Context: an optimization exercise on an open-source flow, tuned for small area, a short achievable clock period and few clock cycles. The choices shown serve that exercise and are no tape-out recipe. Where RTL was checked, it was by simulation tests only, not by an equivalence proof against the original. Power figures rest on the tool's default switching activity, not on a simulated workload.

==> v13: inputs <==
==> flow/design.v (excerpt) <==
module mctp_tx (
    input  wire        clk,
    input  wire        rst,           
    input  wire        start_valid,
    output wire        start_ready,
    input  wire [12:0] cfg_len,       
    input  wire [7:0]  cfg_mtu,       
    input  wire [31:0] cfg_addr,      
    input  wire        cfg_to,        
    input  wire        cfg_pec_xor,   
    input  wire        cfg_mic,       
    input  wire        in_valid,
    output wire        in_ready,
    input  wire [7:0]  in_data,
    output reg         out_valid,
    input  wire        out_ready,
    output reg  [7:0]  out_data,
    output reg         out_sop,       
    output reg         out_eop        
);
clock: 5.0 ns
lec_check: 0
cap_margin: 20
core_margin: 2
core_utilization: 40
cts_buf_list: sky130_fd_sc_hd__clkbuf_8
cts_cluster_size: 30
setup_slack_margin: 3.0
slew_margin: 20
synth_hierarchical: 1
tns_end_percent: 5
standard.sh (not shown) runs the stock make flow with config.mk's settings and CLKGATE_MAP_FILE= SYNTH_SCRIPT=/design/flow/synth_recipe.tcl, a recipe that flattens the netlist after the stock synthesis.
==> flow/flow/run.sh <==
#!/bin/bash
# The standard layout (standard.sh: the standard flow's synthesis and ORFS flow), with the
# port buffers made of sky130_fd_sc_hd__buf_2 cells instead of the default
# delay-buffer cells. make's full output goes to flow_make.log.
set -euo pipefail
export BUFFER_PORTS_ARGS="-buffer_cell sky130_fd_sc_hd__buf_2"
bash standard.sh > flow_make.log 2>&1
==> v26: changes against v13 <==
--- a/flow/design.v
+++ b/flow/design.v
@@ -84,16 +84,17 @@
             pb = crc8 ^ ((pec_xor && first_pkt && last_pkt) ? m1 : 8'd0);
         else
             pb = ({8{h[0]}} & addr[7:0])   | ({8{h[1]}} & 8'h0F)
                | ({8{h[2]}} & (p + 8'd6))  | ({8{h[3]}} & addr[15:8])
                | ({8{h[4]}} & 8'h01)       | ({8{h[5]}} & addr[23:16])
                | ({8{h[6]}} & addr[31:24]) | ({8{h[7]}} & ctrl);
     end
-    wire [7:0]  c32x = fin ? (crc32[7:0] ^ in_data) : 8'd0;
+    wire [7:0]  c32x = (py && fin) ? (crc32[7:0] ^ in_data) : 8'd0;
     wire [31:0] c32n;
+    wire        c32_ini = first_pkt && (h[0] || h[1] || h[2] || h[3]);
     reg  [7:0]  c8b;
     always @(*) begin
         if (py)
             c8b = fin ? in_data : mic_byte;
         else
             c8b = ({8{h[5]}} & addr[23:16]) | ({8{h[6]}} & addr[31:24])
                 | ({8{h[7]}} & ctrl);
@@ -220,31 +221,32 @@
             hd     <= 1'b0;
             h      <= 8'd0;
             py     <= 1'b0;
             pc     <= 1'b0;
             in_rdy <= 1'b0;
         end else begin
             if (idle) begin
+                addr      <= cfg_addr;
+                to_bit    <= cfg_to;
+                pec_xor   <= cfg_pec_xor;
+                mic       <= cfg_mic;
+                m1        <= mtu_m1;
+                q         <= len_q;
+                first_pkt <= 1'b1;
+                seq       <= 2'd0;
+                h         <= 8'd1;
                 if (start_valid) begin
-                    idle      <= 1'b0;
-                    hd        <= 1'b1;
-                    h         <= 8'd1;
-                    addr      <= cfg_addr;
-                    to_bit    <= cfg_to;
-                    pec_xor   <= cfg_pec_xor;
-                    mic       <= cfg_mic;
-                    m1        <= mtu_m1;
-                    q         <= len_q;
-                    first_pkt <= 1'b1;
-                    seq       <= 2'd0;
-                    crc32     <= 32'hFFFFFFFF;
+                    idle <= 1'b0;
+                    hd   <= 1'b1;
                 end
             end
             if (hd && prod) begin
                 h <= {h[6:0], 1'b0};
+                if (c32_ini)
+                    crc32 <= {8'hFF, c32n[23:0]};
                 if (h[0]) begin
                     p       <= q[7:0];
                     q[7:0]  <= lo[7:0];
                     cfl     <= lo[8];
                 end
                 if (h[1]) begin
                     last_pkt <= last_now;
==> flow/flow/run.sh (replaced) <==
#!/bin/bash
# The standard layout (standard.sh: the standard flow's synthesis and ORFS flow), with the
# port buffers made of sky130_fd_sc_hd__buf_1 cells instead of the default
# delay-buffer cells, and clock tree synthesis without dummy loads.
# make's full output goes to flow_make.log.
set -euo pipefail
export BUFFER_PORTS_ARGS="-buffer_cell sky130_fd_sc_hd__buf_1"
export CTS_ARGS="-sink_clustering_enable -repair_clock_nets -dont_use_dummy_load -buf_list sky130_fd_sc_hd__clkbuf_8 -sink_clustering_size 30"
bash standard.sh > flow_make.log 2>&1
- SETUP_SLACK_MARGIN: 3.0 -> 2.8
- TNS_END_PERCENT: 5 -> 10
==> v34: changes against v13 <==
--- a/flow/design.v
+++ b/flow/design.v
@@ -84,16 +84,17 @@
             pb = crc8 ^ ((pec_xor && first_pkt && last_pkt) ? m1 : 8'd0);
         else
             pb = ({8{h[0]}} & addr[7:0])   | ({8{h[1]}} & 8'h0F)
                | ({8{h[2]}} & (p + 8'd6))  | ({8{h[3]}} & addr[15:8])
                | ({8{h[4]}} & 8'h01)       | ({8{h[5]}} & addr[23:16])
                | ({8{h[6]}} & addr[31:24]) | ({8{h[7]}} & ctrl);
     end
-    wire [7:0]  c32x = fin ? (crc32[7:0] ^ in_data) : 8'd0;
+    wire [7:0]  c32x = (py && fin) ? (crc32[7:0] ^ in_data) : 8'd0;
     wire [31:0] c32n;
+    wire        c32_ini = first_pkt && (h[0] || h[1] || h[2] || h[3]);
     reg  [7:0]  c8b;
     always @(*) begin
         if (py)
             c8b = fin ? in_data : mic_byte;
         else
             c8b = ({8{h[5]}} & addr[23:16]) | ({8{h[6]}} & addr[31:24])
                 | ({8{h[7]}} & ctrl);
@@ -232,19 +233,20 @@
                     to_bit    <= cfg_to;
                     pec_xor   <= cfg_pec_xor;
                     mic       <= cfg_mic;
                     m1        <= mtu_m1;
                     q         <= len_q;
                     first_pkt <= 1'b1;
                     seq       <= 2'd0;
-                    crc32     <= 32'hFFFFFFFF;
                 end
             end
             if (hd && prod) begin
                 h <= {h[6:0], 1'b0};
+                if (c32_ini)
+                    crc32 <= {8'hFF, c32n[23:0]};
                 if (h[0]) begin
                     p       <= q[7:0];
                     q[7:0]  <= lo[7:0];
                     cfl     <= lo[8];
                 end
                 if (h[1]) begin
                     last_pkt <= last_now;
==> flow/flow/run.sh (replaced) <==
#!/bin/bash
# The standard layout (standard.sh: the standard flow's synthesis and ORFS flow), with the
# port buffers made of sky130_fd_sc_hd__buf_1 cells instead of the default
# delay-buffer cells, and clock tree synthesis without dummy loads.
# make's full output goes to flow_make.log.
set -euo pipefail
export BUFFER_PORTS_ARGS="-buffer_cell sky130_fd_sc_hd__buf_1"
export CTS_ARGS="-sink_clustering_enable -repair_clock_nets -dont_use_dummy_load -buf_list sky130_fd_sc_hd__clkbuf_8 -sink_clustering_size 30"
bash standard.sh > flow_make.log 2>&1
- CORE_UTILIZATION: 40 -> 65
- SETUP_SLACK_MARGIN: 3.0 -> 2.8
- TNS_END_PERCENT: 5 -> 10
==> notes.md <==
quantity	v13	v34	v26
Worst Setup Slack post-DPL	1.89 ns	1.78 ns	1.87 ns
Post-synthesis instance area	0.00884 mm^2	0.00874 mm^2	0.00869 mm^2
Worst rel slew slack	36.6%	30.9%	42.0%
Met3 wire len	1630 um	1940 um	1510 um
Std-Cell Core Area	0.0218 mm^2	0.0132 mm^2	0.0212 mm^2
Adder-cell share of the synthesized area	3.48%	3.52%	3.54%
Origin of the critical flop-to-flop path	fin$_DFFE_PP_	pc$_SDFF_PP0_	p[1]$_DFFE_PP_
Number of iterations in the first detailed-routing pass	4	5	5
Clock-pin slew on the worst setup and hold paths	0.09 ns	0.08 ns	0.08 ns
Non-clock buffer contribution to total cell area	11.0%	6.56%	8.43%
Crit Path Class	primary input to flop	primary input to flop	flop to primary output
Total area of multi-input combinational cells	0.00478 mm^2	0.00453 mm^2	0.00464 mm^2
Fraction of final layout cells sized beyond drive strength 1	32.7%	15.2%	19.5%
Status	no timing/DRC/antenna violations	no timing/DRC/antenna violations	no timing/DRC/antenna violations
Post-Synthesis Net Count	929	910	899
Post-route cell area	0.0112 mm^2	0.0101 mm^2	0.0106 mm^2
Average instance area after synthesis	10.6 um^2	10.7 um^2	10.8 um^2
Peak per-stage delay on the critical path	0.24 ns	0.32 ns	0.37 ns
Testbench counts of v26, summed over its fixed seeds: cycles 49,716.
Testbench counts of v34, summed over its fixed seeds: cycles 49,716.
Only the layout flow was run in v13; the RTL was not checked for function there.

==> inputs of v4 <==
mctp_tx, a different RTL version from the one above (not shown whole).
export LEC_CHECK = 0
export CAP_MARGIN = 20
export CORE_MARGIN = 2
export CORE_UTILIZATION = 40
export CTS_BUF_LIST = sky130_fd_sc_hd__clkbuf_8
export CTS_CLUSTER_SIZE = 30
export SETUP_SLACK_MARGIN = 2.8
export SLEW_MARGIN = 20
export SYNTH_HIERARCHICAL = 1
export TNS_END_PERCENT = 40
create_clock -name core_clock -period 5.0 [get_ports {clk}]
==> flow/flow/run.sh <==
#!/bin/bash
# The standard layout (standard.sh: the standard flow's synthesis and ORFS flow), with the
# port buffers made of sky130_fd_sc_hd__buf_1 cells instead of the default
# delay-buffer cells, and clock tree synthesis without dummy loads.
# make's full output goes to flow_make.log.
set -euo pipefail
export BUFFER_PORTS_ARGS="-buffer_cell sky130_fd_sc_hd__buf_1"
export CTS_ARGS="-sink_clustering_enable -repair_clock_nets -dont_use_dummy_load -buf_list sky130_fd_sc_hd__clkbuf_8 -sink_clustering_size 30"
bash standard.sh > flow_make.log 2>&1
==> v25: changes against v4 <==
--- a/flow/design.v
+++ b/flow/design.v
@@ -16,23 +16,21 @@
     input  wire        out_ready,
     output reg  [7:0]  out_data,
     output reg         out_sop,       
     output reg         out_eop        
 );
     reg        idle, hd, py, pc;
-    reg        sr;          
-    reg        nld;         
+    reg        busy;        
     reg [7:0]  h;           
     reg [31:0] addr;
     reg        to_bit;
     reg        pec_xor;
     reg        mic;
     reg [7:0]  m1;          
-    reg [12:0] q;           
+    reg [13:0] q;           
     reg        cfl;         
-    reg        hinc;        
     reg [7:0]  p;           
     reg [2:0]  micn;        
     reg        first_pkt;
     reg        last_pkt;
     reg [1:0]  seq;
     reg [7:0]  crc8;
@@ -43,50 +41,69 @@
     reg        skid_v;
     reg [7:0]  skid;
     wire        adv      = !out_valid || out_ready;
     wire        acc      = in_valid && in_rdy;
     wire        mic_go   = py && !fin && !skid_v;
     wire        prod     = acc || mic_go || (!skid_v && (hd || pc));
-    wire [8:0]  lo       = {1'b0, q[7:0]} - {1'b0, m1};
-    wire [4:0]  hi       = q[12:8] - {4'd0, !cfl};
-    wire        qh0      = (q[12:8] == 5'd0);
-    wire        last_now = (qh0 && !cfl) ||
-                           (q[7:0] == 8'd0 && ((qh0 && cfl) || (q[12:8] == 5'd1 && !cfl)));
-    wire        p_lt     = (p[7:3] == 5'd0) && (p[2:0] <= micn);                
-    wire        p_le     = (p[7:3] == 5'd0) && ({1'b0, p[2:0]} <= {1'b0, micn} + 4'd1);  
-    wire        p_zero   = (p == 8'd1);     
-    wire        empty    = (p == 8'd0);
+    wire [8:0]  lo       = {1'b0, q[7:0]} + {1'b0, ~m1};
+    wire [5:0]  hi       = q[13:8] - {5'd0, !cfl};
+    wire        last_now = q[13] || (q[12:8] == 5'd0 && !cfl);    
+    wire        p_lt     = (p[7:3] == 5'd0) && (p[2:0] <  micn);
+    wire        p_le     = (p[7:3] == 5'd0) && (p[2:0] <= micn);
+    wire        p_zero   = (p == 8'd0);
+    wire        empty    = (p == 8'hFF);
     wire [7:0]  ctrl     = {first_pkt, last_pkt, seq, to_bit, 3'd3};
     wire [7:0]  mic_byte = ~crc32[7:0];
-    wire [5:0]  len_l4   = cfg_len[7:2] + {5'd0, cfg_mic};
-    wire        len_hinc = cfg_mic && cfg_len[7:2] == 6'h3F;
-    wire        skid_vn  = skid_v ? !adv : (prod && !adv);
-    wire        idle_n   = (idle || (pc && prod && last_pkt)) && !start_valid;
-    wire        pc_n     = (pc && !prod) || (py && prod && p_zero) || (h[7] && prod && empty);
-    wire        sr_n     = idle_n || (pc_n && last_pkt && !skid_vn);
-    wire        take_in = py && fin;
-    reg  [7:0]  pbo;
-    wire [7:0]  pb = take_in ? in_data : pbo;
+    wire [7:0]  mtu_m1;
+    wire [13:0] len_q;
+    wire        len_b   = (cfg_len[1:0] == 2'd0);
+    wire        len_inc = cfg_mic && !len_b;
+    wire        len_dec = !cfg_mic && len_b;
+    genvar gi;
+    generate
+        for (gi = 0; gi < 8; gi = gi + 1) begin : g_m1
+            if (gi == 0)
+                assign mtu_m1[gi] = !cfg_mtu[gi];
+            else
+                assign mtu_m1[gi] = cfg_mtu[gi] ^ (cfg_mtu[gi-1:0] == {gi{1'b0}});
+        end
+        assign len_q[1:0] = cfg_len[1:0] - 2'd1;
+        for (gi = 2; gi < 13; gi = gi + 1) begin : g_lq
+            if (gi == 2)
+                assign len_q[gi] = cfg_len[gi] ^ len_inc ^ len_dec;
+            else
+                assign len_q[gi] = cfg_len[gi]
+                    ^ (len_inc && cfg_len[gi-1:2] == {(gi-2){1'b1}})
+                    ^ (len_dec && cfg_len[gi-1:2] == {(gi-2){1'b0}});
+        end
+        assign len_q[13] = len_dec && cfg_len[12:2] == 11'd0;
+    endgenerate
+    reg  [7:0]  pb;
     always @(*) begin
         if (py)
-            pbo = mic_byte;
+            pb = fin ? in_data : mic_byte;
         else if (pc)
-            pbo = crc8 ^ ((pec_xor && first_pkt && last_pkt) ? m1 : 8'd0);
+            pb = crc8 ^ ((pec_xor && first_pkt && last_pkt) ? m1 : 8'd0);
         else
-            pbo = ({8{h[0]}} & addr[7:0])   | ({8{h[1]}} & 8'h0F)
-               | ({8{h[2]}} & (p + 8'd5))  | ({8{h[3]}} & addr[15:8])
+            pb = ({8{h[0]}} & addr[7:0])   | ({8{h[1]}} & 8'h0F)
+               | ({8{h[2]}} & (p + 8'd6))  | ({8{h[3]}} & addr[15:8])
                | ({8{h[4]}} & 8'h01)       | ({8{h[5]}} & addr[23:16])
                | ({8{h[6]}} & addr[31:24]) | ({8{h[7]}} & ctrl);
     end
     wire [7:0]  c32x = (py && fin) ? (crc32[7:0] ^ in_data) : 8'd0;
     wire [31:0] c32n;
     wire        c32_ini = first_pkt && (h[0] || h[1] || h[2] || h[3]);
-    wire [7:0]  c8b = ({8{h[5]}} & addr[23:16]) | ({8{h[6]}} & addr[31:24])
-                    | ({8{h[7]}} & ctrl)         | ({8{py}} & mic_byte);
-    wire [7:0]  c8r = h[5] ? 8'h07 : crc8;
-    wire [7:0]  c8x = (py && fin) ? (crc8 ^ in_data) : (c8r ^ c8b);
+    reg  [7:0]  c8b;
+    always @(*) begin
+        if (py)
+            c8b = fin ? in_data : mic_byte;
+        else
+            c8b = ({8{h[5]}} & addr[23:16]) | ({8{h[6]}} & addr[31:24])
+                | ({8{h[7]}} & ctrl);
+    end
+    wire [7:0]  c8x = crc8 ^ c8b;
     wire [7:0]  c8n;
     wire c32_t8, c32_t9, c32_t10, c32_t11, c32_t12, c32_t13, c32_t14, c32_t15, c32_t16, c32_t17, c32_t18, c32_t19, c32_t20, c32_t21, c32_t22, c32_t23, c32_t24, c32_t25, c32_t26, c32_t27, c32_t28, c32_t29, c32_t30, c32_t31, c32_t32, c32_t33, c32_t34, c32_t35, c32_t36, c32_t37, c32_t38, c32_t39, c32_t40, c32_t41, c32_t42, c32_t43, c32_t44, c32_t45, c32_t46, c32_t47, c32_t48, c32_t49, c32_t50;
     mctp_x2 c32_x0 (.a(c32x[1]), .b(c32x[6]), .y(c32_t8));
     mctp_x2 c32_x1 (.a(c32x[2]), .b(c32x[4]), .y(c32_t9));
     mctp_x2 c32_x2 (.a(c32x[3]), .b(c32x[5]), .y(c32_t10));
     mctp_x2 c32_x3 (.a(c32x[0]), .b(c32x[7]), .y(c32_t11));
@@ -172,66 +189,90 @@
     mctp_x2 c8_x7 (.a(c8x[3]), .b(c8x[7]), .y(c8_t12));
     mctp_x2 c8_x8 (.a(c8_t12), .b(c8_t9), .y(c8n[3]));
     mctp_x2 c8_x9 (.a(c8x[2]), .b(c8_t10), .y(c8n[4]));
     mctp_x2 c8_x10 (.a(c8x[5]), .b(c8_t10), .y(c8n[5]));
     mctp_x2 c8_x11 (.a(c8x[4]), .b(c8_t11), .y(c8n[6]));
     mctp_x2 c8_x12 (.a(c8x[7]), .b(c8_t11), .y(c8n[7]));
-    assign start_ready = sr;
+    assign start_ready = !busy;
     assign in_ready    = in_rdy;
     always @(posedge clk) begin
-        if (adv) begin
+        if (rst) begin
+            out_valid <= 1'b0;
+            skid_v    <= 1'b0;
+        end else if (adv) begin
             if (skid_v) begin
                 out_valid <= 1'b1;
                 out_data  <= skid;
                 out_sop   <= h[1];
                 out_eop   <= idle || h[0];
                 skid_v    <= 1'b0;
             end else begin
                 out_valid <= prod;
-                out_data  <= take_in ? in_data : pbo;
+                out_data  <= pb;
                 out_sop   <= h[0];
                 out_eop   <= pc;
             end
         end else if (prod) begin
             skid   <= pb;
             skid_v <= 1'b1;
         end
-        if (rst) begin
-            out_valid <= 1'b0;
-            skid_v    <= 1'b0;
-        end
     end
     always @(posedge clk) begin
-        begin
+        if (rst) begin
+            idle   <= 1'b1;
+            busy   <= 1'b0;
+            hd     <= 1'b0;
+            h      <= 8'd0;
+            py     <= 1'b0;
+            pc     <= 1'b0;
+            in_rdy <= 1'b0;
+        end else begin
+            if (idle) begin
+                addr      <= cfg_addr;
+                to_bit    <= cfg_to;
+                pec_xor   <= cfg_pec_xor;
+                mic       <= cfg_mic;
+                m1        <= mtu_m1;
+                q         <= len_q;
+                first_pkt <= 1'b1;
+                seq       <= 2'd0;
+                h         <= 8'd1;
+                if (start_valid) begin
+                    idle <= 1'b0;
+                    busy <= 1'b1;
+                    hd   <= 1'b1;
+                end
+            end
             if (fb_pend && in_rdy)
                 m1 <= in_data;
             if (hd && prod) begin
                 h <= {h[6:0], 1'b0};
                 if (c32_ini)
                     crc32 <= {8'hFF, c32n[23:0]};
                 if (h[0]) begin
                     p       <= q[7:0];
                     q[7:0]  <= lo[7:0];
-                    cfl     <= !lo[8];
-                    q[12:8] <= q[12:8] + {4'd0, hinc};
-                    hinc    <= 1'b0;
+                    cfl     <= lo[8];
                 end
                 if (h[1]) begin
                     last_pkt <= last_now;
                     if (last_now) begin
-                        q <= 13'd0;
+                        q <= 14'h3FFF;
                     end else begin
-                        q[12:8] <= hi;
+                        q[13:8] <= hi;
                         p       <= m1;
                     end
                     fb_pend <= last_now && first_pkt;
                     if (last_now && first_pkt)
                         m1 <= 8'd0;
                 end
                 if (h[2])
-                    micn <= (mic && q[12:2] == 11'd0) ? {q[1:0] == 2'd0, 2'd0 - q[1:0]} : 3'd0;
+                    micn <= (mic && (q[13] || (q[12:2] == 11'd0 && q[1:0] != 2'd3)))
+                            ? 3'd3 - q[2:0] : 3'd0;
+                if (h[4])
+                    crc8 <= 8'h07;    
                 if (h[5] || h[6] || h[7])
                     crc8 <= c8n;
                 if (h[7]) begin
                     hd   <= 1'b0;
                     py   <= !empty;
                     pc   <= empty;
@@ -253,48 +294,22 @@
             if (pc && prod) begin
                 first_pkt <= 1'b0;
                 seq       <= seq + 2'd1;
                 pc        <= 1'b0;
                 if (last_pkt) begin
                     idle <= 1'b1;
+                    busy <= 1'b0;
                 end else begin
                     hd <= 1'b1;
                     h  <= 8'd1;
                 end
             end
-            if (!nld) begin
-                addr      <= cfg_addr;
-                to_bit    <= cfg_to;
-                pec_xor   <= cfg_pec_xor;
-                mic       <= cfg_mic;
-                m1        <= cfg_mtu;
-                q         <= {cfg_len[12:8], len_l4, cfg_len[1:0]};
-                hinc      <= len_hinc;
-                first_pkt <= 1'b1;
-                seq       <= 2'd0;
-                h         <= 8'd1;
-                if (start_valid) begin
-                    idle <= 1'b0;
-                    hd   <= 1'b1;
-                end
-            end
-            sr  <= sr_n;
-            nld <= !sr_n;
             in_rdy <= !(skid_v ? !adv : (prod && !adv)) &&
                       (py ? (acc ? (!p_le && !p_zero) : fin)
                           : (h[7] && prod && !empty && !p_lt));
         end
-        if (rst) begin
-            idle   <= 1'b1;
-            sr     <= 1'b1;
-            nld    <= 1'b0;
-            hd     <= 1'b0;
-            py     <= 1'b0;
-            pc     <= 1'b0;
-            in_rdy <= 1'b0;
-        end
     end
 endmodule
 module mctp_x2 (
     input  wire a,
     input  wire b,
     output wire y
- TNS_END_PERCENT: 40 -> 10
==> v23: changes against v4 <==
--- a/flow/design.v
+++ b/flow/design.v
@@ -16,14 +16,13 @@
     input  wire        out_ready,
     output reg  [7:0]  out_data,
     output reg         out_sop,       
     output reg         out_eop        
 );
     reg        idle, hd, py, pc;
-    reg        sr;          
-    reg        nld;         
+    reg        busy;        
     reg [7:0]  h;           
     reg [31:0] addr;
     reg        to_bit;
     reg        pec_xor;
     reg        mic;
     reg [7:0]  m1;          
@@ -56,16 +55,12 @@
     wire        p_zero   = (p == 8'd1);     
     wire        empty    = (p == 8'd0);
     wire [7:0]  ctrl     = {first_pkt, last_pkt, seq, to_bit, 3'd3};
     wire [7:0]  mic_byte = ~crc32[7:0];
     wire [5:0]  len_l4   = cfg_len[7:2] + {5'd0, cfg_mic};
     wire        len_hinc = cfg_mic && cfg_len[7:2] == 6'h3F;
-    wire        skid_vn  = skid_v ? !adv : (prod && !adv);
-    wire        idle_n   = (idle || (pc && prod && last_pkt)) && !start_valid;
-    wire        pc_n     = (pc && !prod) || (py && prod && p_zero) || (h[7] && prod && empty);
-    wire        sr_n     = idle_n || (pc_n && last_pkt && !skid_vn);
     wire        take_in = py && fin;
     reg  [7:0]  pbo;
     wire [7:0]  pb = take_in ? in_data : pbo;
     always @(*) begin
         if (py)
             pbo = mic_byte;
@@ -172,13 +167,13 @@
     mctp_x2 c8_x7 (.a(c8x[3]), .b(c8x[7]), .y(c8_t12));
     mctp_x2 c8_x8 (.a(c8_t12), .b(c8_t9), .y(c8n[3]));
     mctp_x2 c8_x9 (.a(c8x[2]), .b(c8_t10), .y(c8n[4]));
     mctp_x2 c8_x10 (.a(c8x[5]), .b(c8_t10), .y(c8n[5]));
     mctp_x2 c8_x11 (.a(c8x[4]), .b(c8_t11), .y(c8n[6]));
     mctp_x2 c8_x12 (.a(c8x[7]), .b(c8_t11), .y(c8n[7]));
-    assign start_ready = sr;
+    assign start_ready = !busy;
     assign in_ready    = in_rdy;
     always @(posedge clk) begin
         if (adv) begin
             if (skid_v) begin
                 out_valid <= 1'b1;
                 out_data  <= skid;
@@ -199,12 +194,29 @@
             out_valid <= 1'b0;
             skid_v    <= 1'b0;
         end
     end
     always @(posedge clk) begin
         begin
+            if (idle) begin
+                addr      <= cfg_addr;
+                to_bit    <= cfg_to;
+                pec_xor   <= cfg_pec_xor;
+                mic       <= cfg_mic;
+                m1        <= cfg_mtu;
+                q         <= {cfg_len[12:8], len_l4, cfg_len[1:0]};
+                hinc      <= len_hinc;
+                first_pkt <= 1'b1;
+                seq       <= 2'd0;
+                h         <= 8'd1;
+                if (start_valid) begin
+                    idle <= 1'b0;
+                    busy <= 1'b1;
+                    hd   <= 1'b1;
+                end
+            end
             if (fb_pend && in_rdy)
                 m1 <= in_data;
             if (hd && prod) begin
                 h <= {h[6:0], 1'b0};
                 if (c32_ini)
                     crc32 <= {8'hFF, c32n[23:0]};
@@ -253,43 +265,25 @@
             if (pc && prod) begin
                 first_pkt <= 1'b0;
                 seq       <= seq + 2'd1;
                 pc        <= 1'b0;
                 if (last_pkt) begin
                     idle <= 1'b1;
+                    busy <= 1'b0;
                 end else begin
                     hd <= 1'b1;
                     h  <= 8'd1;
                 end
             end
-            if (!nld) begin
-                addr      <= cfg_addr;
-                to_bit    <= cfg_to;
-                pec_xor   <= cfg_pec_xor;
-                mic       <= cfg_mic;
-                m1        <= cfg_mtu;
-                q         <= {cfg_len[12:8], len_l4, cfg_len[1:0]};
-                hinc      <= len_hinc;
-                first_pkt <= 1'b1;
-                seq       <= 2'd0;
-                h         <= 8'd1;
-                if (start_valid) begin
-                    idle <= 1'b0;
-                    hd   <= 1'b1;
-                end
-            end
-            sr  <= sr_n;
-            nld <= !sr_n;
             in_rdy <= !(skid_v ? !adv : (prod && !adv)) &&
                       (py ? (acc ? (!p_le && !p_zero) : fin)
                           : (h[7] && prod && !empty && !p_lt));
         end
         if (rst) begin
             idle   <= 1'b1;
-            sr     <= 1'b1;
-            nld    <= 1'b0;
+            busy   <= 1'b0;
             hd     <= 1'b0;
             py     <= 1'b0;
             pc     <= 1'b0;
             in_rdy <= 1'b0;
         end
     end
==> impl_metrics.py <==
metrics = {
    "synth": {
        "synth_edf_count": 109,
        "yosysTopAreaCellShare": 0.392,
        "syn_inst": 813,
    },
    "route": {
        "num_vias": 6412,
        "dr_wl_met3_um": 1280,
        "wl_um": 22300,
    },
    "critical_path": {
        "crit_family": "XOR/XNOR gates",
    },
    "finish": {
        "top_regs": "addr: 32 flops, crc32: 32 flops, q: 13 flops",
    },
    "run_status": {
        "outcome": "no timing/DRC/antenna violations",
    },
    "place": {
        "hpwl_um": 16000,
    },
    "pwr": {
        "p_switching_uw": 801,
    },
    "global_route": {
        "use_met2": 0.334,
    },
    "clock_tree": {
        "clk_latency_ps": 470,
    },
    "floorplanning": {
        "dieArea_um2": 22100,
        "start_util": 0.410,
    },
}
(the above is from v23)
==> impl_metrics.py <==
metrics = {
    "critical_path": {
        "criticalPathCategory": "reg2reg",
        "crit_family": "compound AO/OA/AOI/OAI gates",
        "critPathCaptureType": "flip-flop",
        "arrival_ps": 2570,
    },
    "synth": {
        "synth_xor_area_frac": 0.134,
        "synth_edf_count": 133,
        "syn_inst": 821,
    },
    "route": {
        "num_vias": 6680,
        "highest_layer": "met4",
        "dr_wl_met3_um": 1640,
        "wl_um": 23500,
    },
    "place": {
        "hpwl_um": 15900,
    },
    "run_status": {
        "outcome": "no timing/DRC/antenna violations",
    },
    "pwr": {
        "p_switching_uw": 654,
    },
    "floorplanning": {
        "dieArea_um2": 23200,
        "start_util": 0.405,
    },
    "clock_tree": {
        "clk_latency_ps": 460,
    },
}
(the above is from v25)
==> impl_metrics.py <==
metrics = {
    "run_status": {
        "outcome": "no timing/DRC/antenna violations",
    },
    "route": {
        "num_vias": 6606,
        "wl_um": 24100,
        "dr_wl_met3_um": 1450,
    },
    "synth": {
        "syn_inst": 815,
        "yosysTopAreaCellShare": 0.419,
    },
    "floorplanning": {
        "dieArea_um2": 22900,
    },
    "global_route": {
        "use_met2": 0.353,
    },
    "pwr": {
        "p_switching_uw": 782,
    },
    "clock_tree": {
        "clk_latency_ps": 460,
    },
    "place": {
        "hpwl_um": 17000,
    },
}
(the above is from v4)
Testbench counts of v23, summed over its fixed seeds: cycles 49,716.
No functional check of the RTL was part of v4 and v25.

## re-timing with driven ports
The results above use ideal ports. As a check the final layouts listed here were re-extracted and re-timed, cells and wires unchanged.
Step 1 (the two cells are an assumption about what drives the block):
set clk [get_ports {clk}]
set_driving_cell -lib_cell sky130_fd_sc_hd__clkbuf_16 $clk
set_driving_cell -lib_cell sky130_fd_sc_hd__buf_2 [delete_from_list [all_inputs] $clk]
Step 2, shift: input delay + t, output delay - t, t = (earliest + latest rising clock arrival at the registers) / 2. This alone moves slack from input paths to output paths.
Slacks: ideal / step 1 / step 2; pairs: ideal / step 1.
| run | t, ns | setup WS [ns] | worst setup path at the end | worst data-port slew with drivers (ns) |
|---|---|---|---|---|
| v13 | 0.512 | 2.664 / 2.667 / 2.154 | input to register | 0.05 |
| v26 | 0.494 | 2.731 / 2.688 / 2.281 | input to register | 0.06 |
| v34 | 0.488 | 2.561 / 2.574 / 2.086 | input to register | 0.03 |
| v4 | 0.489 | 2.762 / 2.762 / 2.310 | input to register | 0.06 |
| v25 | 0.486 | 2.652 / 2.652 / 2.178 | input to register | 0.05 |
| v23 | 0.495 | 2.766 / 2.770 / 2.275 | input to register | 0.06 |
After both steps setup and hold are still met in every run listed. The setup slack of v13, which loses most, moves by +0.003 ns with the drivers and by -0.510 ns with both steps.
